What follows belongs to an exercise in optimizing a design on an open flow for a short achievable clock period and few clock cycles; a production flow would make more cautious choices. Only simulation tests tie the RTL to the original design; equivalence was not proved. No activity file was given, so power comes from the tool's default toggle rates.

==> run.sh <==
#!/bin/bash
# synth_recipe.tcl (not shown) runs the flow's synth.tcl, then flattens the netlist and writes it again
# the make line also repeats each setting of config.mk as NAME=value (left out here)
make -C /OpenROAD-flow-scripts/flow DESIGN_CONFIG=/design/flow/config.mk WORK_HOME=/design/flow/orfs CLKGATE_MAP_FILE= SYNTH_SCRIPT=/design/flow/synth_recipe.tcl finish
==> config.mk <==
export PLATFORM = sky130hd
export DESIGN_NAME = cs6461_core
export DESIGN_NICKNAME = cs6461_core
export VERILOG_FILES = /design/flow/design.v
export SDC_FILE = /design/flow/constraint.sdc
export NUM_CORES = 4
export LEC_CHECK = 0
export CAP_MARGIN = 20
export CORE_MARGIN = 2
export CORE_UTILIZATION = 40
export SETUP_SLACK_MARGIN = 5
export SLEW_MARGIN = 20
==> constraint.sdc <==
create_clock -name core_clock -period 12.0 [get_ports {clk}]
set_input_delay 2.4000 -clock core_clock [delete_from_list [all_inputs] [get_ports {clk}]]
set_output_delay 2.4000 -clock core_clock [all_outputs]
set_load 0.01 [all_outputs]
==> design.v <==
module cs6461_core (
    input  wire        clk,
    input  wire        rst,           
    input  wire        start,         
    output reg         mem_en,
    output reg         mem_we,
    output reg  [10:0] mem_addr,
    output reg  [15:0] mem_wdata,
    input  wire [15:0] mem_rdata,
    output wire        in_ready,
    input  wire        in_valid,
    input  wire [15:0] in_data,
    output reg         out_valid,
    output reg  [15:0] out_base,
    output reg  [15:0] out_count,
    output wire        halted,
    output reg  [2:0]  fault_code,
    output wire [11:0] pc,
    output wire [15:0] gpr0,
    output wire [15:0] gpr1,
    output wire [15:0] gpr2,
    output wire [15:0] gpr3,
    output wire [15:0] ixr1,
    output wire [15:0] ixr2,
    output wire [15:0] ixr3,
    output wire [15:0] fr0,
    output wire [15:0] fr1,
    output wire [3:0]  cc,            
    output wire        carry,
    output reg  [15:0] bp_predictions,
    output reg  [15:0] bp_correct
);
    localparam [5:0] OP_HLT  = 6'o00, OP_LDR  = 6'o01, OP_STR  = 6'o02,
                     OP_LDA  = 6'o03, OP_AMR  = 6'o04, OP_SMR  = 6'o05,
                     OP_AIR  = 6'o06, OP_SIR  = 6'o07, OP_JZ   = 6'o10,
                     OP_JNE  = 6'o11, OP_JCC  = 6'o12, OP_JMA  = 6'o13,
                     OP_JSR  = 6'o14, OP_RFS  = 6'o15, OP_SOB  = 6'o16,
                     OP_JGE  = 6'o17, OP_MLT  = 6'o20, OP_DVD  = 6'o21,
                     OP_TRR  = 6'o22, OP_AND  = 6'o23, OP_ORR  = 6'o24,
                     OP_NOT  = 6'o25, OP_SRC  = 6'o31, OP_RRC  = 6'o32,
                     OP_FADD = 6'o33, OP_FSUB = 6'o34, OP_VADD = 6'o35,
                     OP_VSUB = 6'o36, OP_CNVRT= 6'o37, OP_LDX  = 6'o41,
                     OP_STX  = 6'o42, OP_LDFR = 6'o50, OP_STFR = 6'o51,
                     OP_IN   = 6'o61, OP_OUT  = 6'o62;
    localparam [2:0] F_NONE = 3'd0, F_OOR = 3'd1, F_RESERVED = 3'd2,
                     F_BADREG = 3'd3, F_BADIX = 3'd4, F_DIVZERO = 3'd5,
                     F_REFUSED = 3'd6;
    localparam [4:0] S_HALT = 5'd0,  S_RUN  = 5'd1,  S_IND  = 5'd2,
                     S_MEMOP= 5'd3,  S_FPW  = 5'd4,  S_FPC  = 5'd5,
                     S_MLT2 = 5'd6,  S_DIV  = 5'd7,  S_DIVF = 5'd8,
                     S_VP1  = 5'd9,  S_VP2  = 5'd10, S_VY   = 5'd11,
                     S_VXW  = 5'd12, S_VW   = 5'd13, S_IN   = 5'd14,
                     S_INF  = 5'd15;
    localparam [2:0] W_LDR = 3'd1, W_AMR = 3'd2, W_SMR = 3'd3,
                     W_LDX = 3'd4, W_LDFR = 3'd5;
    reg [4:0]  state;
    reg [15:0] gpr [0:3];
    reg [15:0] ixr [1:3];
    reg [15:0] fr  [0:1];
    reg [3:0]  ccr;
    reg        carry_r;
    reg [11:0] pc_r;            
    reg [1:0]  bht [0:127];
    reg [11:0] fpc;             
    reg        fq_v;            
    reg [10:0] fq_addr;         
    reg [15:0] ir;              
    reg        ir_v;
    reg [10:0] ir_pc;
    reg [15:0] ir2;             
    reg        ir2_v;
    reg [10:0] ir2_pc;
    reg        smc;             
    reg [2:0]  w_kind;          
    reg [1:0]  w_r;
    reg [10:0] ea_reg;
    reg [15:0] mll;
    reg signed [16:0] mlh, mhl;
    reg signed [15:0] mhh;
    reg [15:0] dq;              
    reg [15:0] drm;             
    reg [15:0] dd;              
    reg [17:0] dd3;             
    reg        dqneg, drneg;
    reg [2:0]  dcnt;
    reg [16:0] va1, va2;        
    reg [15:0] vrem;            
    reg [15:0] vx, vy;
    reg [10:0] vwaddr;
    reg        vlast;
    reg        vfirst;
    reg [2:0]  vfault;
    reg [10:0] in_addr;
    reg [10:0] in_rem;
    reg        in_first;
    reg [1:0]  in_dest;
    reg [15:0] in_hold;
    reg [10:0] in_hold_addr;
    reg        in_hold_v;
    assign halted   = (state == S_HALT);
    assign in_ready = (state == S_IN);
    assign pc    = pc_r;
    assign gpr0  = gpr[0];
    assign gpr1  = gpr[1];
    assign gpr2  = gpr[2];
    assign gpr3  = gpr[3];
    assign ixr1  = ixr[1];
    assign ixr2  = ixr[2];
    assign ixr3  = ixr[3];
    assign fr0   = fr[0];
    assign fr1   = fr[1];
    assign cc    = ccr;
    assign carry = carry_r;
    wire [5:0]  opc   = ir[15:10];
    wire [1:0]  f_r   = ir[9:8];
    wire [1:0]  f_ix  = ir[7:6];
    wire        f_i   = ir[5];
    wire [4:0]  f_adr = ir[4:0];
    wire [3:0]  f_cnt = ir[3:0];
    wire        f_al  = ir[7];
    wire        f_lr  = ir[6];
    wire [15:0] reg_r  = gpr[f_r];
    wire [15:0] reg_y  = gpr[f_ix];
    wire [15:0] reg_fr = fr[f_r[0]];
    wire [15:0] reg_ix = (f_ix == 2'd1) ? ixr[1] : (f_ix == 2'd2) ? ixr[2] : ixr[3];
    wire op_ldr  = (opc == OP_LDR),  op_str  = (opc == OP_STR),  op_lda  = (opc == OP_LDA);
    wire op_amr  = (opc == OP_AMR),  op_smr  = (opc == OP_SMR),  op_air  = (opc == OP_AIR);
    wire op_sir  = (opc == OP_SIR),  op_jcc  = (opc == OP_JCC),  op_jsr  = (opc == OP_JSR);
    wire op_rfs  = (opc == OP_RFS),  op_sob  = (opc == OP_SOB),  op_mlt  = (opc == OP_MLT);
    wire op_dvd  = (opc == OP_DVD),  op_trr  = (opc == OP_TRR),  op_and  = (opc == OP_AND);
    wire op_orr  = (opc == OP_ORR),  op_not  = (opc == OP_NOT),  op_src  = (opc == OP_SRC);
    wire op_rrc  = (opc == OP_RRC),  op_fadd = (opc == OP_FADD), op_fsub = (opc == OP_FSUB);
    wire op_vadd = (opc == OP_VADD), op_vsub = (opc == OP_VSUB), op_ldx  = (opc == OP_LDX);
    wire op_stx  = (opc == OP_STX),  op_ldfr = (opc == OP_LDFR), op_stfr = (opc == OP_STFR);
    wire op_in   = (opc == OP_IN),   op_out  = (opc == OP_OUT),  op_hlt  = (opc == OP_HLT);
    wire op_cnv  = (opc == OP_CNVRT);
    wire op_br   = (opc[5:3] == 3'o1) && !op_rfs;       
    wire op_fp   = op_fadd || op_fsub;
    wire op_vec  = op_vadd || op_vsub;
    wire op_ld   = op_ldr || op_amr || op_smr || op_ldx || op_ldfr;
    wire op_st   = op_str || op_stx || op_stfr;
    wire uses_ea = op_ld || op_st || op_lda || op_br || op_fp || op_vec;
    wire fr_sel  = op_fp || op_vec || op_ldfr || op_stfr;
    reg  [10:0] ea_pre;
    reg         ea_pre_oor, ea_pre_low;
    wire [16:0] ea_direct = {6'd0, ea_pre};
    wire        ea_badreg = fr_sel && f_r[1];
    wire        ea_badix  = (op_ldx || op_stx) && (f_ix == 2'd0);
    wire        ea_oor    = ea_pre_oor;
    wire        ea_low    = ea_pre_low;
    wire        ea_fault  = ea_badreg || ea_badix || ea_oor || ea_low;
    wire w_gpr = (w_kind == W_LDR) || (w_kind == W_AMR) || (w_kind == W_SMR);
    wire uses_gpr_r = op_str || op_lda || op_air || op_sir ||
                      (opc == OP_JZ) || (opc == OP_JNE) || op_sob || (opc == OP_JGE) ||
                      op_mlt || op_dvd || op_trr || op_and || op_orr || op_not ||
                      op_src || op_rrc || op_in;
    wire uses_gpr_y = op_mlt || op_dvd || op_trr || op_and || op_orr;
    wire haz_gpr = w_gpr && ((uses_gpr_r && f_r == w_r) || (uses_gpr_y && f_ix == w_r) ||
                             ((op_mlt || op_dvd) && (f_r | 2'd1) == w_r) ||
                             (w_r == 2'd3 && (op_jsr || op_rfs || op_in || op_out)) ||
                             (w_r == 2'd0 && (op_rfs || op_out)));
    wire haz_ixr = (w_kind == W_LDX) && (uses_ea || op_stx) && (f_ix == w_r);
    wire haz_fr  = (w_kind == W_LDFR) && op_stfr && (f_r[0] == w_r[0]);
    wire haz_cc  = ((w_kind == W_AMR) || (w_kind == W_SMR)) && op_jcc;
    wire hazard  = haz_gpr || haz_ixr || haz_fr || haz_cc;
    wire e_go  = (state == S_RUN) && ir_v && !hazard;
    wire e_mem = (state == S_MEMOP) || (e_go && uses_ea && !ea_fault && !f_i);
    wire [10:0] ea_cur = (state == S_MEMOP) ? ea_reg : ea_direct[10:0];
    wire [11:0] fall_pc;
    wire [15:0] sob_val;
    cs6461_add #(.W(12)) a_fall (.a({1'b0, ir_pc}), .b(12'd0), .ci(1'b1), .s(fall_pc), .co());
    cs6461_add #(.W(16)) a_sob  (.a(reg_r), .b(16'hFFFF), .ci(1'b0), .s(sob_val), .co());
    reg [3:0] g_zero, g_sob;
    integer gi;
    always @(*) begin
        for (gi = 0; gi < 4; gi = gi + 1) begin
            g_zero[gi] = (gpr[gi] == 16'd0);
            g_sob[gi]  = (!gpr[gi][15] && (gpr[gi][14:1] != 14'd0)) ||
                         (gpr[gi] == 16'h8000);    
        end
    end
    wire [3:0] g_neg = {gpr[3][15], gpr[2][15], gpr[1][15], gpr[0][15]};
    reg br_taken;
    always @(*) begin
        case (opc)
            OP_JZ:   br_taken = g_zero[f_r];
            OP_JNE:  br_taken = !g_zero[f_r];
            OP_JCC:  br_taken = ccr[f_r];
            OP_SOB:  br_taken = g_sob[f_r];
            OP_JGE:  br_taken = !g_neg[f_r];
            default: br_taken = 1'b1;    
        endcase
    end
    wire [11:0] br_target = op_rfs ? gpr[3][11:0] : {1'b0, ea_cur};
    wire [1:0]  bht_cur   = bht[ir_pc[6:0]];
    wire        br_ok     = (bht_cur[1] == br_taken) || (br_target == fall_pc);
    wire [1:0]  bht_next  = br_taken ? ((bht_cur == 2'd3) ? 2'd3 : bht_cur + 2'd1)
                                     : ((bht_cur == 2'd0) ? 2'd0 : bht_cur - 2'd1);
    wire rfs_go   = e_go && op_rfs && (gpr[3][15:11] == 5'd0);
    wire br_go    = (e_mem && op_br) || rfs_go;      
    wire redirect = (((state == S_MEMOP) || (e_go && !f_i)) && op_br || (e_go && op_rfs)) && br_taken;
    wire [15:0] air_res, sir_res;
    cs6461_add #(.W(16)) a_air (.a(reg_r), .b({11'd0, f_adr}), .ci(1'b0), .s(air_res), .co());
    cs6461_add #(.W(16)) a_sir (.a(reg_r), .b(~{11'd0, f_adr}), .ci(1'b1), .s(sir_res), .co());
    wire        sir_unf = reg_r[15] && !sir_res[15];
    wire [15:0] w_old   = gpr[w_r];
    wire [15:0] amr_res, smr_res;
    cs6461_add #(.W(16)) a_amr (.a(w_old), .b(mem_rdata), .ci(1'b0), .s(amr_res), .co());
    cs6461_add #(.W(16)) a_smr (.a(w_old), .b(~mem_rdata), .ci(1'b1), .s(smr_res), .co());
    wire        amr_ovf = (w_old[15] == mem_rdata[15]) && (amr_res[15] != w_old[15]);
    wire        smr_unf = (w_old[15] != mem_rdata[15]) && (smr_res[15] != w_old[15]);
    wire [15:0]        mll_n = reg_r[7:0] * reg_y[7:0];
    wire signed [16:0] mlh_n = $signed({1'b0, reg_r[7:0]}) * $signed(reg_y[15:8]);
    wire signed [16:0] mhl_n = $signed(reg_r[15:8]) * $signed({1'b0, reg_y[7:0]});
    wire signed [15:0] mhh_n = $signed(reg_r[15:8]) * $signed(reg_y[15:8]);
    wire [31:0] mlt_s1, mlt_s2, mlt_prod;
    cs6461_add #(.W(32)) a_ml1 (.a({16'd0, mll}), .b({{7{mlh[16]}}, mlh, 8'd0}), .ci(1'b0), .s(mlt_s1), .co());
    cs6461_add #(.W(32)) a_ml2 (.a({{7{mhl[16]}}, mhl, 8'd0}), .b({mhh, 16'd0}), .ci(1'b0), .s(mlt_s2), .co());
    cs6461_add #(.W(32)) a_ml3 (.a(mlt_s1), .b(mlt_s2), .ci(1'b0), .s(mlt_prod), .co());
    reg [15:0] sh_res;
    reg        sh_c;
    reg [16:0] ring;
    always @(*) begin
        sh_res = reg_r;
        sh_c   = carry_r;
        ring   = {carry_r, reg_r};
        if (op_src) begin
            if (f_lr) begin
                sh_res = reg_r << f_cnt;
                sh_c   = reg_r[4'd0 - f_cnt];
            end else begin
                if (f_al) sh_res = reg_r >> f_cnt;
                else      sh_res = $signed(reg_r) >>> f_cnt;
                sh_c = reg_r[f_cnt - 4'd1];
            end
        end else begin
            if (f_al) begin
                if (f_lr) sh_res = (reg_r << f_cnt) | (reg_r >> (5'd16 - {1'b0, f_cnt}));
                else      sh_res = (reg_r >> f_cnt) | (reg_r << (5'd16 - {1'b0, f_cnt}));
            end else begin
                if (f_lr) ring = ({carry_r, reg_r} << f_cnt) | ({carry_r, reg_r} >> (5'd17 - {1'b0, f_cnt}));
                else      ring = ({carry_r, reg_r} >> f_cnt) | ({carry_r, reg_r} << (5'd17 - {1'b0, f_cnt}));
                sh_res = ring[15:0];
                sh_c   = ring[16];
            end
        end
    end
    wire [15:0] fa = reg_fr;
    wire [15:0] fb = mem_rdata;
    wire        fsa = fa[15];
    wire        fsb = fb[15] ^ op_fsub;
    wire [6:0]  fea = fa[14:8];
    wire [6:0]  feb = fb[14:8];
    wire [7:0]  fdab, fdba;
    cs6461_add #(.W(8)) a_fdab (.a({1'b0, fea}), .b(~{1'b0, feb}), .ci(1'b1), .s(fdab), .co());
    cs6461_add #(.W(8)) a_fdba (.a({1'b0, feb}), .b(~{1'b0, fea}), .ci(1'b1), .s(fdba), .co());
    wire        fa_ge = !fdab[7];
    wire [6:0]  fdiff = fa_ge ? fdab[6:0] : fdba[6:0];
    wire [8:0]  fm_sml_in = fa_ge ? {1'b1, fb[7:0]} : {1'b1, fa[7:0]};
    wire [8:0]  fw_big = fa_ge ? {1'b1, fa[7:0]} : {1'b1, fb[7:0]};
    wire [8:0]  fw_sml = (fdiff >= 7'd9) ? 9'd0 : (fm_sml_in >> fdiff[3:0]);
    wire        fw_sbig = fa_ge ? fsa : fsb;
    wire        fw_ssml = fa_ge ? fsb : fsa;
    wire [6:0]  fw_e    = fa_ge ? fea : feb;
    wire        fw_zero = (fa[14:0] == 15'd0) || (fb[14:0] == 15'd0);
    reg  [8:0]  fp_big, fp_sml;
    reg         fp_sbig, fp_ssml, fp_zero;
    reg  [6:0]  fp_e;
    wire [9:0]  f_add, f_d1, f_d2;
    cs6461_add #(.W(10)) a_fadd (.a({1'b0, fp_big}), .b({1'b0, fp_sml}), .ci(1'b0), .s(f_add), .co());
    cs6461_add #(.W(10)) a_fd1  (.a({1'b0, fp_big}), .b(~{1'b0, fp_sml}), .ci(1'b1), .s(f_d1), .co());
    cs6461_add #(.W(10)) a_fd2  (.a({1'b0, fp_sml}), .b(~{1'b0, fp_big}), .ci(1'b1), .s(f_d2), .co());
    wire        f_same = (fp_sbig == fp_ssml);
    wire [9:0]  fmag   = f_same ? f_add : (f_d1[9] ? f_d2 : f_d1);
    wire        fs_res = f_same ? fp_sbig : (f_d1[9] ? fp_ssml : fp_sbig);
    reg [3:0] f_lz;
    integer k;
    always @(*) begin
        f_lz = 4'd9;
        for (k = 0; k < 9; k = k + 1)
            if (fmag[k]) f_lz = 4'd8 - k[3:0];
    end
    reg [8:0]  fm_n;
    reg [8:0]  fe_n;
    always @(*) begin
        if (fmag[9]) begin
            fm_n = fmag[9:1];
            fe_n = {2'b00, fp_e} + 9'd1;
        end else begin
            fm_n = fmag[8:0] << f_lz;
            fe_n = {2'b00, fp_e} - {5'd0, f_lz};
        end
    end
    wire fp_refuse = fp_zero || (fmag == 10'd0) ||
                     fe_n[8] || fe_n[7] || ((fe_n[6:0] == 7'd0) && (fm_n[7:0] == 8'd0));
    wire [15:0] fp_res = {fs_res, fe_n[6:0], fm_n[7:0]};
    wire [17:0] dr4  = {drm, dq[15:14]};
    wire [17:0] dsub1, dsub2, dsub3;
    cs6461_add #(.W(18)) a_ds1 (.a(dr4), .b(~{2'b00, dd}), .ci(1'b1), .s(dsub1), .co());
    cs6461_add #(.W(18)) a_ds2 (.a(dr4), .b(~{1'b0, dd, 1'b0}), .ci(1'b1), .s(dsub2), .co());
    cs6461_add #(.W(18)) a_ds3 (.a(dr4), .b(~dd3), .ci(1'b1), .s(dsub3), .co());
    wire [1:0]  ddig = !dsub3[17] ? 2'd3 : !dsub2[17] ? 2'd2 : !dsub1[17] ? 2'd1 : 2'd0;
    wire [17:0] drn  = !dsub3[17] ? dsub3 : !dsub2[17] ? dsub2 : !dsub1[17] ? dsub1 : dr4;
    wire [15:0] dva_n, dvb_n, dq_n, drm_n;
    wire [17:0] dd3_n;
    cs6461_add #(.W(16)) a_dva (.a(~reg_r), .b(16'd0), .ci(1'b1), .s(dva_n), .co());
    cs6461_add #(.W(16)) a_dvb (.a(~reg_y), .b(16'd0), .ci(1'b1), .s(dvb_n), .co());
    wire [15:0] dva  = reg_r[15] ? dva_n : reg_r;
    wire [15:0] dvb  = reg_y[15] ? dvb_n : reg_y;
    cs6461_add #(.W(18)) a_dd3 (.a({2'b00, dvb}), .b({1'b0, dvb, 1'b0}), .ci(1'b0), .s(dd3_n), .co());
    cs6461_add #(.W(16)) a_dqn (.a(~dq), .b(16'd0), .ci(1'b1), .s(dq_n), .co());
    cs6461_add #(.W(16)) a_drn (.a(~drm), .b(16'd0), .ci(1'b1), .s(drm_n), .co());
    wire [15:0] in_n_dec = ($signed(gpr[3]) <= 0) ? 16'd20 : gpr[3];
    wire [16:0] in_last;
    cs6461_add #(.W(17)) a_inl (.a({1'b0, reg_r}), .b({1'b0, in_n_dec} + 17'h1FFFF), .ci(1'b0), .s(in_last), .co());
    wire [15:0] vres_n;
    cs6461_add #(.W(16)) a_vres (.a(vx), .b(op_vsub ? ~mem_rdata : mem_rdata), .ci(op_vsub), .s(vres_n), .co());
    reg        e_port;          
    reg        e_we;
    reg [10:0] e_addr;
    reg [15:0] e_wdata;
    always @(*) begin
        e_port  = 1'b0;
        e_we    = 1'b0;
        e_addr  = ea_cur;
        e_wdata = reg_r;
        case (state)
            S_RUN, S_MEMOP: begin
                if ((state == S_MEMOP) || (ir_v && uses_ea && !hazard)) begin
                    if (state == S_RUN && f_i) begin
                        e_port = 1'b1;               
                    end else if (op_ld || op_fp || op_vec) begin
                        e_port = 1'b1;
                    end else if (op_st) begin
                        e_port = 1'b1;
                        e_we   = (state == S_MEMOP) || !ea_fault;
                    end
                end
                if (op_stx)  e_wdata = reg_ix;
                if (op_stfr) e_wdata = reg_fr;
            end
            S_VP1: begin
                e_port = 1'b1;
                e_addr = ea_reg + 11'd1;
            end
            S_VP2: begin
                e_port = 1'b1;
                e_addr = va1[10:0];
            end
            S_VY: begin
                e_port = 1'b1;
                e_addr = va2[10:0];
            end
            S_VXW: begin
                e_port = !vlast;
                e_addr = va1[10:0];
            end
            S_VW: begin
                e_port  = 1'b1;
                e_we    = 1'b1;
                e_addr  = vwaddr;
                e_wdata = vy;
            end
            S_IN, S_INF: begin
                e_port  = in_hold_v;
                e_we    = 1'b1;
                e_addr  = in_hold_addr;
                e_wdata = in_hold;
            end
            default: ;
        endcase
    end
    wire smc_hit = e_port && e_we &&
                   ((ir2_v && ir2_pc == e_addr) || (fq_v && fq_addr == e_addr));
    reg complete;
    always @(*) begin
        complete = 1'b0;
        case (state)
            S_RUN: if (e_go) begin
                if (uses_ea) complete = !f_i && !op_fp && !op_vec;
                else complete = !op_mlt && !op_dvd && !op_in;
            end
            S_MEMOP: complete = !op_fp && !op_vec;
            S_FPC:   complete = 1'b1;
            S_MLT2:  complete = 1'b1;
            S_DIVF:  complete = 1'b1;
            S_VP2:   complete = (reg_fr == 16'd0);
            S_VW:    complete = vlast;
            S_INF:   complete = 1'b1;
            default: ;
        endcase
    end
    wire refetch = complete && (smc || smc_hit);
    wire fetch_fault = (state == S_RUN) && !ir_v && !ir2_v && !fq_v && fpc[11];
    wire       q_flush = redirect || refetch;
    wire [11:0] tgt_p1, fpc_p1;
    cs6461_add #(.W(12)) a_tgt (.a(br_target), .b(12'd0), .ci(1'b1), .s(tgt_p1), .co());
    cs6461_add #(.W(12)) a_fpc (.a(fpc), .b(12'd0), .ci(1'b1), .s(fpc_p1), .co());
    wire [15:0] bpp_p1, bpc_p1;
    cs6461_add #(.W(16)) a_bpp (.a(bp_predictions), .b(16'd0), .ci(1'b1), .s(bpp_p1), .co());
    cs6461_add #(.W(16)) a_bpc (.a(bp_correct), .b(16'd0), .ci(1'b1), .s(bpc_p1), .co());
    wire [16:0] va1_p1, va2_p1;
    wire [15:0] vrem_m1;
    cs6461_add #(.W(17)) a_va1 (.a(va1), .b(17'd0), .ci(1'b1), .s(va1_p1), .co());
    cs6461_add #(.W(17)) a_va2 (.a(va2), .b(17'd0), .ci(1'b1), .s(va2_p1), .co());
    cs6461_add #(.W(16)) a_vrm (.a(vrem), .b(16'hFFFF), .ci(1'b0), .s(vrem_m1), .co());
    wire [10:0] ina_p1, inr_m1;
    cs6461_add #(.W(11)) a_ina (.a(in_addr), .b(11'd0), .ci(1'b1), .s(ina_p1), .co());
    cs6461_add #(.W(11)) a_inr (.a(in_rem), .b(11'h7FF), .ci(1'b0), .s(inr_m1), .co());
    wire [1:0] q_cnt   = {1'b0, ir_v && !complete} + {1'b0, ir2_v} + {1'b0, fq_v};
    wire       f_go    = !halted && !e_port && !q_flush && !fpc[11] && (q_cnt <= 2'd1);
    wire        take_next = complete || !ir_v;
    wire [15:0] nxt_w  = !take_next ? ir : ir2_v ? ir2 : mem_rdata;
    wire [1:0]  n_ix   = nxt_w[7:6];
    wire        w_ldx  = (w_kind == W_LDX);
    wire [15:0] ixf1   = (w_ldx && w_r == 2'd1) ? mem_rdata : ixr[1];
    wire [15:0] ixf2   = (w_ldx && w_r == 2'd2) ? mem_rdata : ixr[2];
    wire [15:0] ixf3   = (w_ldx && w_r == 2'd3) ? mem_rdata : ixr[3];
    wire [15:0] n_ixv  = (n_ix == 2'd1) ? ixf1 : (n_ix == 2'd2) ? ixf2 : ixf3;
    wire [16:0] n_ea;
    cs6461_add #(.W(16)) a_nea (.a((n_ix != 2'd0) ? n_ixv : 16'd0), .b({11'd0, nxt_w[4:0]}), .ci(1'b0),
                                .s(n_ea[15:0]), .co(n_ea[16]));
    always @(*) begin
        mem_en    = 1'b0;
        mem_we    = 1'b0;
        mem_addr  = fpc[10:0];
        mem_wdata = e_wdata;
        if (!halted) begin
            if (e_port) begin
                mem_en   = 1'b1;
                mem_we   = e_we;
                mem_addr = e_addr;
            end else if (redirect) begin
                mem_en   = 1'b1;
                mem_addr = br_target[10:0];
            end else if (f_go) begin
                mem_en   = 1'b1;
            end
        end
    end
    integer i;
    always @(posedge clk) begin
        out_valid <= 1'b0;
        if (rst) begin
            state          <= S_HALT;
            for (i = 0; i < 4; i = i + 1) gpr[i] <= 16'd0;
            for (i = 1; i < 4; i = i + 1) ixr[i] <= 16'd0;
            fr[0]          <= 16'd0;
            fr[1]          <= 16'd0;
            ccr            <= 4'd0;
            carry_r        <= 1'b0;
            pc_r           <= 12'd0;
            for (i = 0; i < 128; i = i + 1) bht[i] <= 2'd1;
            bp_predictions <= 16'd0;
            bp_correct     <= 16'd0;
            fault_code     <= F_NONE;
            out_base       <= 16'd0;
            out_count      <= 16'd0;
            fpc            <= 12'd0;
            fq_v           <= 1'b0;
            fq_addr        <= 11'd0;
            ir             <= 16'd0;
            ir_v           <= 1'b0;
            ir_pc          <= 11'd0;
            ir2            <= 16'd0;
            ir2_v          <= 1'b0;
            ir2_pc         <= 11'd0;
            smc            <= 1'b0;
            w_kind         <= 3'd0;
            w_r            <= 2'd0;
            ea_reg         <= 11'd0;
            ea_pre         <= 11'd0;
            ea_pre_oor     <= 1'b0;
            ea_pre_low     <= 1'b0;
            fp_big         <= 9'd0;
            fp_sml         <= 9'd0;
            fp_sbig        <= 1'b0;
            fp_ssml        <= 1'b0;
            fp_zero        <= 1'b0;
            fp_e           <= 7'd0;
            mll            <= 16'd0;
            mlh            <= 17'sd0;
            mhl            <= 17'sd0;
            mhh            <= 16'sd0;
            dq             <= 16'd0;
            drm            <= 16'd0;
            dd             <= 16'd0;
            dd3            <= 18'd0;
            dqneg          <= 1'b0;
            drneg          <= 1'b0;
            dcnt           <= 3'd0;
            va1            <= 17'd0;
            va2            <= 17'd0;
            vrem           <= 16'd0;
            vx             <= 16'd0;
            vy             <= 16'd0;
            vwaddr         <= 11'd0;
            vlast          <= 1'b0;
            vfirst         <= 1'b0;
            vfault         <= 3'd0;
            in_addr        <= 11'd0;
            in_rem         <= 11'd0;
            in_first       <= 1'b0;
            in_dest        <= 2'd0;
            in_hold        <= 16'd0;
            in_hold_addr   <= 11'd0;
            in_hold_v      <= 1'b0;
        end else if (state == S_HALT) begin
            if (start) begin
                fault_code <= F_NONE;
                state      <= S_RUN;
                fpc        <= pc_r;
                fq_v       <= 1'b0;
                ir_v       <= 1'b0;
                ir2_v      <= 1'b0;
                smc        <= 1'b0;
                w_kind     <= 3'd0;
            end
        end else begin
            ea_pre     <= n_ea[10:0];
            ea_pre_oor <= (n_ea[16:11] != 6'd0);
            ea_pre_low <= (n_ea[16:11] == 6'd0) && (n_ea[10:0] <= 11'd5);
            w_kind <= 3'd0;
            case (w_kind)
                W_LDR:  gpr[w_r] <= mem_rdata;
                W_AMR: begin
                    gpr[w_r] <= amr_res;
                    if (amr_ovf) ccr[0] <= 1'b1;
                end
                W_SMR: begin
                    gpr[w_r] <= smr_res;
                    if (smr_unf) ccr[1] <= 1'b1;
                end
                W_LDX:  ixr[w_r] <= mem_rdata;
                W_LDFR: fr[w_r[0]] <= mem_rdata;
                default: ;
            endcase
            if (q_flush) begin
                ir_v  <= 1'b0;
                ir2_v <= 1'b0;
                smc   <= 1'b0;
            end else begin
                if (complete) begin
                    smc <= 1'b0;
                    if (ir2_v) begin
                        ir    <= ir2;
                        ir_pc <= ir2_pc;
                        ir_v  <= 1'b1;
                        ir2_v <= fq_v;
                        ir2   <= mem_rdata;
                        ir2_pc <= fq_addr;
                    end else begin
                        ir    <= mem_rdata;
                        ir_pc <= fq_addr;
                        ir_v  <= fq_v;
                    end
                end else begin
                    if (smc_hit) smc <= 1'b1;
                    if (!ir_v) begin
                        ir    <= mem_rdata;
                        ir_pc <= fq_addr;
                        ir_v  <= fq_v;
                    end else if (!ir2_v) begin
                        ir2    <= mem_rdata;
                        ir2_pc <= fq_addr;
                        ir2_v  <= fq_v;
                    end
                end
            end
            if (redirect) begin
                fq_v    <= 1'b1;
                fq_addr <= br_target[10:0];
                fpc     <= tgt_p1;
            end else if (refetch) begin
                fq_v    <= 1'b0;
                fpc     <= fall_pc;
            end else if (f_go) begin
                fq_v    <= 1'b1;
                fq_addr <= fpc[10:0];
                fpc     <= fpc_p1;
            end else begin
                fq_v    <= 1'b0;
            end
            if (fetch_fault) begin
                fault_code <= F_OOR;
                pc_r       <= 12'd2048;
                state      <= S_HALT;
            end
            if (br_go) begin
                bp_predictions <= bpp_p1;
                if (br_ok) bp_correct <= bpc_p1;
                bht[ir_pc[6:0]] <= bht_next;
                if (op_jsr) gpr[3] <= {4'd0, fall_pc};
                if (op_sob) gpr[f_r] <= sob_val;
                if (op_rfs) gpr[0] <= {11'd0, f_adr};
            end
            case (state)
            S_RUN: if (e_go) begin
                if (uses_ea) begin
                    if (ea_badreg) begin
                        fault_code <= F_BADREG;
                        pc_r       <= fall_pc;
                        state      <= S_HALT;
                    end else if (ea_badix) begin
                        fault_code <= F_BADIX;
                        pc_r       <= fall_pc;
                        state      <= S_HALT;
                    end else if (ea_oor) begin
                        fault_code <= F_OOR;
                        pc_r       <= fall_pc;
                        state      <= S_HALT;
                    end else if (ea_low) begin
                        fault_code <= F_RESERVED;
                        pc_r       <= fall_pc;
                        state      <= S_HALT;
                    end else begin
                        ea_reg <= ea_direct[10:0];
                        if (f_i) state <= S_IND;
                    end
                end else begin
                    case (opc)
                    OP_HLT: begin
                        pc_r  <= fall_pc;
                        state <= S_HALT;
                    end
                    OP_AIR: if (f_adr != 5'd0) gpr[f_r] <= air_res;
                    OP_SIR: if (f_adr != 5'd0) begin
                        gpr[f_r] <= sir_res;
                        if (sir_unf) ccr[1] <= 1'b1;
                    end
                    OP_RFS: if (gpr[3][15:11] != 5'd0) begin
                        fault_code <= F_OOR;
                        pc_r       <= fall_pc;
                        state      <= S_HALT;
                    end
                    OP_MLT: begin
                        if (f_r[0] || f_ix[0]) begin
                            fault_code <= F_BADREG;
                            pc_r       <= fall_pc;
                            state      <= S_HALT;
                        end else begin
                            mll   <= mll_n;
                            mlh   <= mlh_n;
                            mhl   <= mhl_n;
                            mhh   <= mhh_n;
                            state <= S_MLT2;
                        end
                    end
                    OP_DVD: begin
                        if (f_r[0] || f_ix[0]) begin
                            fault_code <= F_BADREG;
                            pc_r       <= fall_pc;
                            state      <= S_HALT;
                        end else if (reg_y == 16'd0) begin
                            ccr[2]     <= 1'b1;
                            fault_code <= F_DIVZERO;
                            pc_r       <= fall_pc;
                            state      <= S_HALT;
                        end else begin
                            dq    <= dva;
                            dd    <= dvb;
                            dd3   <= dd3_n;
                            drm   <= 16'd0;
                            dqneg <= reg_r[15] ^ reg_y[15];
                            drneg <= reg_r[15];
                            dcnt  <= 3'd0;
                            state <= S_DIV;
                        end
                    end
                    OP_TRR: if (reg_r == reg_y) ccr[3] <= 1'b1;
                    OP_AND: gpr[f_r] <= reg_r & reg_y;
                    OP_ORR: gpr[f_r] <= reg_r | reg_y;
                    OP_NOT: gpr[f_r] <= ~reg_r;
                    OP_SRC: if (f_cnt != 4'd0) begin
                        gpr[f_r] <= sh_res;
                        carry_r  <= sh_c;
                        ccr[3]   <= (sh_res == 16'd0);
                    end
                    OP_RRC: if (f_cnt != 4'd0) begin
                        gpr[f_r] <= sh_res;
                        carry_r  <= sh_c;
                    end
                    OP_CNVRT: begin
                        fault_code <= F_REFUSED;
                        pc_r       <= fall_pc;
                        state      <= S_HALT;
                    end
                    OP_IN: begin
                        if (f_adr != 5'd0) begin
                            fault_code <= F_REFUSED;
                            pc_r       <= fall_pc;
                            state      <= S_HALT;
                        end else if (reg_r > 16'd2047) begin
                            fault_code <= F_OOR;
                            pc_r       <= fall_pc;
                            state      <= S_HALT;
                        end else if (reg_r <= 16'd5) begin
                            fault_code <= F_RESERVED;
                            pc_r       <= fall_pc;
                            state      <= S_HALT;
                        end else if (in_last > 17'd2047) begin
                            fault_code <= F_OOR;
                            pc_r       <= fall_pc;
                            state      <= S_HALT;
                        end else begin
                            in_addr   <= reg_r[10:0];
                            in_rem    <= in_n_dec[10:0];
                            in_first  <= 1'b1;
                            in_dest   <= f_r;
                            in_hold_v <= 1'b0;
                            state     <= S_IN;
                        end
                    end
                    OP_OUT: begin
                        if (f_adr != 5'd1) begin
                            fault_code <= F_REFUSED;
                            pc_r       <= fall_pc;
                            state      <= S_HALT;
                        end else begin
                            out_valid <= 1'b1;
                            out_base  <= gpr[0];
                            out_count <= gpr[3];
                        end
                    end
                    default: ;    
                    endcase
                end
            end
            S_IND: begin
                if (mem_rdata[10:0] <= 11'd5) begin
                    fault_code <= F_RESERVED;
                    pc_r       <= fall_pc;
                    state      <= S_HALT;
                end else begin
                    ea_reg <= mem_rdata[10:0];
                    state  <= S_MEMOP;
                end
            end
            S_MEMOP: state <= S_RUN;
            S_FPW: begin
                fp_big  <= fw_big;
                fp_sml  <= fw_sml;
                fp_sbig <= fw_sbig;
                fp_ssml <= fw_ssml;
                fp_e    <= fw_e;
                fp_zero <= fw_zero;
                state   <= S_FPC;
            end
            S_FPC: begin
                if (fp_refuse) begin
                    fault_code <= F_REFUSED;
                    pc_r       <= fall_pc;
                    state      <= S_HALT;
                end else begin
                    fr[f_r[0]] <= fp_res;
                    state      <= S_RUN;
                end
            end
            S_MLT2: begin
                gpr[f_r]        <= mlt_prod[31:16];
                gpr[f_r | 2'd1] <= mlt_prod[15:0];
                state           <= S_RUN;
            end
            S_DIV: begin
                drm  <= drn[15:0];
                dq   <= {dq[13:0], ddig};
                dcnt <= dcnt + 3'd1;
                if (dcnt == 3'd7) state <= S_DIVF;
            end
            S_DIVF: begin
                gpr[f_r]        <= dqneg ? dq_n : dq;
                gpr[f_r | 2'd1] <= drneg ? drm_n : drm;
                state           <= S_RUN;
            end
            S_VP1: begin
                va1   <= {6'd0, mem_rdata[10:0]};
                state <= S_VP2;
            end
            S_VP2: begin
                va2  <= {6'd0, mem_rdata[10:0]};
                vrem <= reg_fr;
                vfirst <= 1'b1;
                if (reg_fr == 16'd0) begin
                    state <= S_RUN;
                end else if (va1[10:0] <= 11'd5) begin
                    fault_code <= F_RESERVED;
                    pc_r       <= fall_pc;
                    state      <= S_HALT;
                end else begin
                    state <= S_VY;
                end
            end
            S_VY: begin
                if (vfirst) vx <= mem_rdata;
                vfirst <= 1'b0;
                vwaddr <= va1[10:0];
                va1    <= va1_p1;
                vlast  <= (vrem == 16'd1);
                if (va2[16:11] != 6'd0) begin
                    fault_code <= F_OOR;
                    pc_r       <= fall_pc;
                    state      <= S_HALT;
                end else if (va2[10:0] <= 11'd5) begin
                    fault_code <= F_RESERVED;
                    pc_r       <= fall_pc;
                    state      <= S_HALT;
                end else begin
                    state <= S_VXW;
                end
            end
            S_VXW: begin
                vy     <= vres_n;
                vfault <= 3'd0;
                if (!vlast) begin
                    if (va1[16:11] != 6'd0)     vfault <= F_OOR;
                    else if (va1[10:0] <= 11'd5) vfault <= F_RESERVED;
                end
                state <= S_VW;
            end
            S_VW: begin
                vx   <= mem_rdata;
                va2  <= va2_p1;
                vrem <= vrem_m1;
                if (vlast) begin
                    state <= S_RUN;
                end else if (vfault != 3'd0) begin
                    fault_code <= vfault;
                    pc_r       <= fall_pc;
                    state      <= S_HALT;
                end else begin
                    state <= S_VY;
                end
            end
            S_IN: begin
                in_hold_v <= 1'b0;
                if (in_valid) begin
                    in_hold      <= in_data;
                    in_hold_addr <= in_addr;
                    in_hold_v    <= 1'b1;
                    in_addr      <= ina_p1;
                    in_rem       <= inr_m1;
                    in_first     <= 1'b0;
                    if (in_first) gpr[in_dest] <= in_data;
                    if (in_rem == 11'd1) state <= S_INF;
                end
            end
            S_INF: begin
                in_hold_v <= 1'b0;
                state     <= S_RUN;
            end
            default: state <= S_HALT;
            endcase
            if (e_mem) begin
                if (op_ld) begin
                    w_r <= (op_ldx) ? f_ix : f_r;
                    w_kind <= op_ldr ? W_LDR : op_amr ? W_AMR : op_smr ? W_SMR :
                              op_ldx ? W_LDX : W_LDFR;
                end
                if (op_lda) gpr[f_r] <= {5'd0, ea_cur};
                if (op_fp)  state <= S_FPW;
                if (op_vec) begin
                    ea_reg <= ea_cur;
                    if (ea_cur == 11'd2047) begin
                        fault_code <= F_OOR;
                        pc_r       <= fall_pc;
                        state      <= S_HALT;
                    end else begin
                        state <= S_VP1;
                    end
                end
            end
        end
    end
endmodule
module cs6461_add #(parameter W = 16) (
    input  wire [W-1:0] a,
    input  wire [W-1:0] b,
    input  wire         ci,
    output wire [W-1:0] s,
    output wire         co
);
    localparam L = (W <= 2) ? 1 : (W <= 4) ? 2 : (W <= 8) ? 3 : (W <= 16) ? 4 : (W <= 32) ? 5 : 6;
    wire [W-1:0] p0 = a ^ b;
    wire [W-1:0] gg [0:L];
    wire [W-1:0] pp [0:L];
    assign gg[0] = (a & b) | {{(W-1){1'b0}}, p0[0] & ci};
    assign pp[0] = p0;
    genvar l, j;
    generate
        for (l = 0; l < L; l = l + 1) begin : lvl
            for (j = 0; j < W; j = j + 1) begin : bt
                if (j >= (1 << l)) begin : cmb
                    assign gg[l+1][j] = gg[l][j] | (pp[l][j] & gg[l][j - (1 << l)]);
                    assign pp[l+1][j] = pp[l][j] & pp[l][j - (1 << l)];
                end else begin : pas
                    assign gg[l+1][j] = gg[l][j];
                    assign pp[l+1][j] = pp[l][j];
                end
            end
        end
    endgenerate
    wire [W-1:0] cy = {gg[L][W-2:0], ci};
    assign s  = p0 ^ cy;
    assign co = gg[L][W-1];
endmodule
==> summary.txt <==
synth_stat cells, drive strengths merged, types with 42 or more instances:
| cell | number | area [um2] |
|---|---|---|
| nand3 | 185 | 926 |
| mux2i | 218 | 2180 |
| o22ai | 97 | 607 |
| fa | 184 | 3680 |
| o21bai | 113 | 848 |
| nand2b | 82 | 513 |
| dfxtp | 527 | 10600 |
| mux4 | 160 | 3600 |
| nor3 | 200 | 1020 |
| inv | 487 | 1830 |
| edfxtp | 400 | 12000 |
| a21oi | 794 | 4000 |
| and3 | 84 | 526 |
| nor4 | 93 | 603 |
| o21ai | 456 | 2280 |
| xnor2 | 295 | 2580 |
| o211ai | 72 | 546 |
| or3 | 66 | 413 |
| and2 | 42 | 264 |
| nand2 | 1359 | 5100 |
| xor2 | 118 | 1040 |
| a211oi | 186 | 1420 |
| nor2b | 90 | 563 |
| a21o | 139 | 1050 |
| clkbuf | 522 | 1960 |
| a31oi | 80 | 515 |
| buf | 142 | 636 |
| nor2 | 985 | 3700 |
| nand4 | 54 | 338 |
| ha | 446 | 5580 |
| a22oi | 63 | 473 |
cell type report:
class                   instances  area, um2  area share
diodes                          8       20.0    0.000227
clock inverters                48        659     0.00748
clock buffers                 166       3220      0.0365
inverters                     507       1980      0.0225
multi-input cells            7284      50700       0.575
well taps                    2511       3140      0.0356
flip-flops and latches        927      22600       0.256
repair buffers                642       5890      0.0668
kinds of logic (layout without fill, tap and decap cells):
family / count (synthesis) / count (layout) / share of synthesized area
buf+inv: 1171 / 1363 / 0.0585
mux: 413 / 414 / 0.0803
fa+ha+maj: 631 / 631 / 0.121
other cells: 1 / 10 / 0.0000488
simple gates: 3356 / 3356 / 0.194
compound gates: 2467 / 2468 / 0.206
flops: 927 / 927 / 0.293
xor+xnor: 413 / 413 / 0.0471
worst max path at each step:
stage,endpoint,cells after the start,slack [ns],startpoint
4_1_cts,mem_en,15,4.54,state[0]
5_1_grt,mem_en,15,4.84,state[4]
6_report,gpr[1][4],13,5.00,rst
2_1_floorplan,mhl[16],27,5.49,register
3_5_place_dp,fp_sml[1],18,3.72,mem_rdata[9]
3_3_place_gp,fp_sml[1],18,3.79,mem_rdata[9]
where the power goes:
group	switching [mW]	total, mW	internal (mW)
combinational	3.00	4.69	1.69
clock	1.56	3.63	2.07
sequential	0.130	3.49	3.36
total	4.69	11.8	7.11
worst max-delay path, stage by stage:
cell and delay, ns:
buf_8 0.40, nor2_1 0.11, nand2_1 0.20, buf_4 0.49, nand2_1 0.26, a21oi_1 0.61, nand4b_1 0.30, a21oi_1 0.19
buf_4 0.26, and2_1 0.33, o2111ai_1 0.31, or2_2 0.57, nand3_1 0.78
layer usage:
metal  global-route usage  vias to the layer above  share of wire
li1                     -                    33700              -
met1                0.448                    37700           0.37
met2                0.556                     4893           0.43
met3               0.0952                     1233           0.11
met4                0.281                       10          0.093
met5                    0                        -        0.00014
through the flow:
stage / total power [mW] / utilization / hold slack, ns / setup WS (ns) / area, um2
final: 11.8 / 0.463 / 0.453 / 5.00 / 88200
after detailed placement: 7.97 / 0.433 / 0.444 / 3.72 / 82500
after global placement: 7.96 / 0.433 / 0.438 / 3.79 / 82500
after CTS: 11.6 / 0.457 / 0.450 / 4.54 / 87200
after floorplan: 6.41 / - / 0.431 / 5.49 / 76900
after global routing: 12.3 / 0.463 / 0.462 / 4.84 / 88200
timing repair:
action,4_1_cts,5_1_grt
endpoints found under the hold margin,0,0
resized for setup,125,106
setup endpoints to repair,222,173
buffers inserted,37,63
pin swaps,9,13
cloned,0,4
==> results.json <==
{
  "die_area_mm2": 0.196,
  "avgSynthCellArea_um2": 8.20,
  "synth.cell_area_mm2": 0.0769,
  "final_cell_mix": "nand2_1 (1,349), nor2_1 (960), a21oi_1 (787), dfxtp_1 (511), inv_1 (471)",
  "rsz0062_at_grt": "true",
  "cp.arrival_ns": 7.40,
  "fin_cells": 12100,
  "largest_reg_flops": 256,
  "antenna_left": 0,
  "worstSetupStartpointType": "input port",
  "grt_antenna_before_repair": 14,
  "synth_edf_count": 400,
  "regMostFlops": "bht",
  "area_growth_pct": 14.7,
  "cp.required_ns": 12.40,
  "drtIter0Drc": 9336,
  "clk_latency_ns": 0.84,
  "reg2reg_depth": 15,
  "final_common_cell": "nand2_1",
  "fp.dieW_um": 442,
  "report.final.slew_viol_count": 0,
  "vias": 77600,
  "cts.sinks": 927,
  "root_buffer": "clkbuf_16",
  "row_count": 160,
  "hold_depth": 2,
  "place.gp.congestion": 1.05,
  "grt_usage": 0.368,
  "fin_crit_ns": 7.00,
  "drive_gt1_frac": 0.101,
  "hold_buffers": 0,
  "crit_type": "in -> reg",
  "numPortBuffers": 295,
  "post-place-cells": 11800,
  "hp-start": "mll[11]",
  "slew_headroom": 0.102,
  "die_h_um": 442,
  "hold_violations": 0,
  "grt-ovfl-total": 0,
  "drc": 0,
  "fin_skew_ns": 0.0722,
  "ys_types": 113,
  "setup_viol": 0,
  "grt_pass1_wl_um": 528000,
  "setup_tns_ns": 0,
  "wirelength_um": 373000,
  "worstHoldPathType": "reg -> reg",
  "holdPathEnd": "mll[11]",
  "ys.flop_type": "dfxtp_1",
  "ys.warnings.count": 9,
  "cts_max_level": 3,
  "tightest_slew_ns": 1.33,
  "vdd_drop_max_mv": 0.146,
  "ys_async_sr_fraction": 0,
  "fmax_ghz": 0.143,
  "synth-seq-cells": 927,
  "nets": 10100,
  "power.leakage_nw": 33.1,
  "grt_max_degree": 193,
  "reg_top3": "bht: 256 flops, gpr: 64 flops, ixr: 48 flops",
  "status": "no timing/DRC/antenna violations",
  "wire_per_inst_um": 30.8,
  "synth_cells": 9379,
  "cap_violations": 0,
  "start_util": 0.404,
  "r2r_setup_slack_ns": 5.05,
  "fillers": 18800,
  "ioPinCount": 296,
  "tritoncts": "yes",
  "cp-end-kind": "register",
  "finalCritPeriodShare": 0.583,
  "ys_seq_area_frac": 0.293,
  "core_area_mm2": 0.191,
  "clock_path_buffers": 3,
  "crit_fanout": 64,
  "via_per_inst": 6.42,
  "power.density_mw_per_mm2": 134,
  "dr.pass1.iters": 9,
  "cts_made_buffers": 112,
  "first_global_vias": 73100,
  "clk_pin_slew_ns": 0.06,
  "rr_endpoint": "gpr[1][4]",
  "reg2reg_from": "state[4]",
  "hpwlAfterDp_um": 275000
}
Testbench counts, summed over its fixed seeds: cycles 282,817.

## port drivers added, routing unchanged
Ports are ideal in the flow. The routed layout listed here was re-timed in OpenROAD. Step 1: set_driving_cell puts a clkbuf_16 on clk and a buf_2 on each other input, an assumption about the parent block. Step 2 also shifts input and output timing later by t, the mid clock arrival at the registers, as if the neighbouring blocks saw the same clock. Slacks: no drivers / after step 1 / after step 2; pairs: no drivers / after step 1.
shift t [ns]: 0.899
slack for setup (ns): 5.004 / 4.921 / 4.142
slew at the worst register clock pin (ns): 0.07 / 0.07
worst data-port slew with drivers (ns): 0.05
cell pins on the clock port's net: 1
After both steps this run still meets setup and hold. The setup slack of this run moves by -0.083 ns with the drivers and by -0.862 ns with both steps.
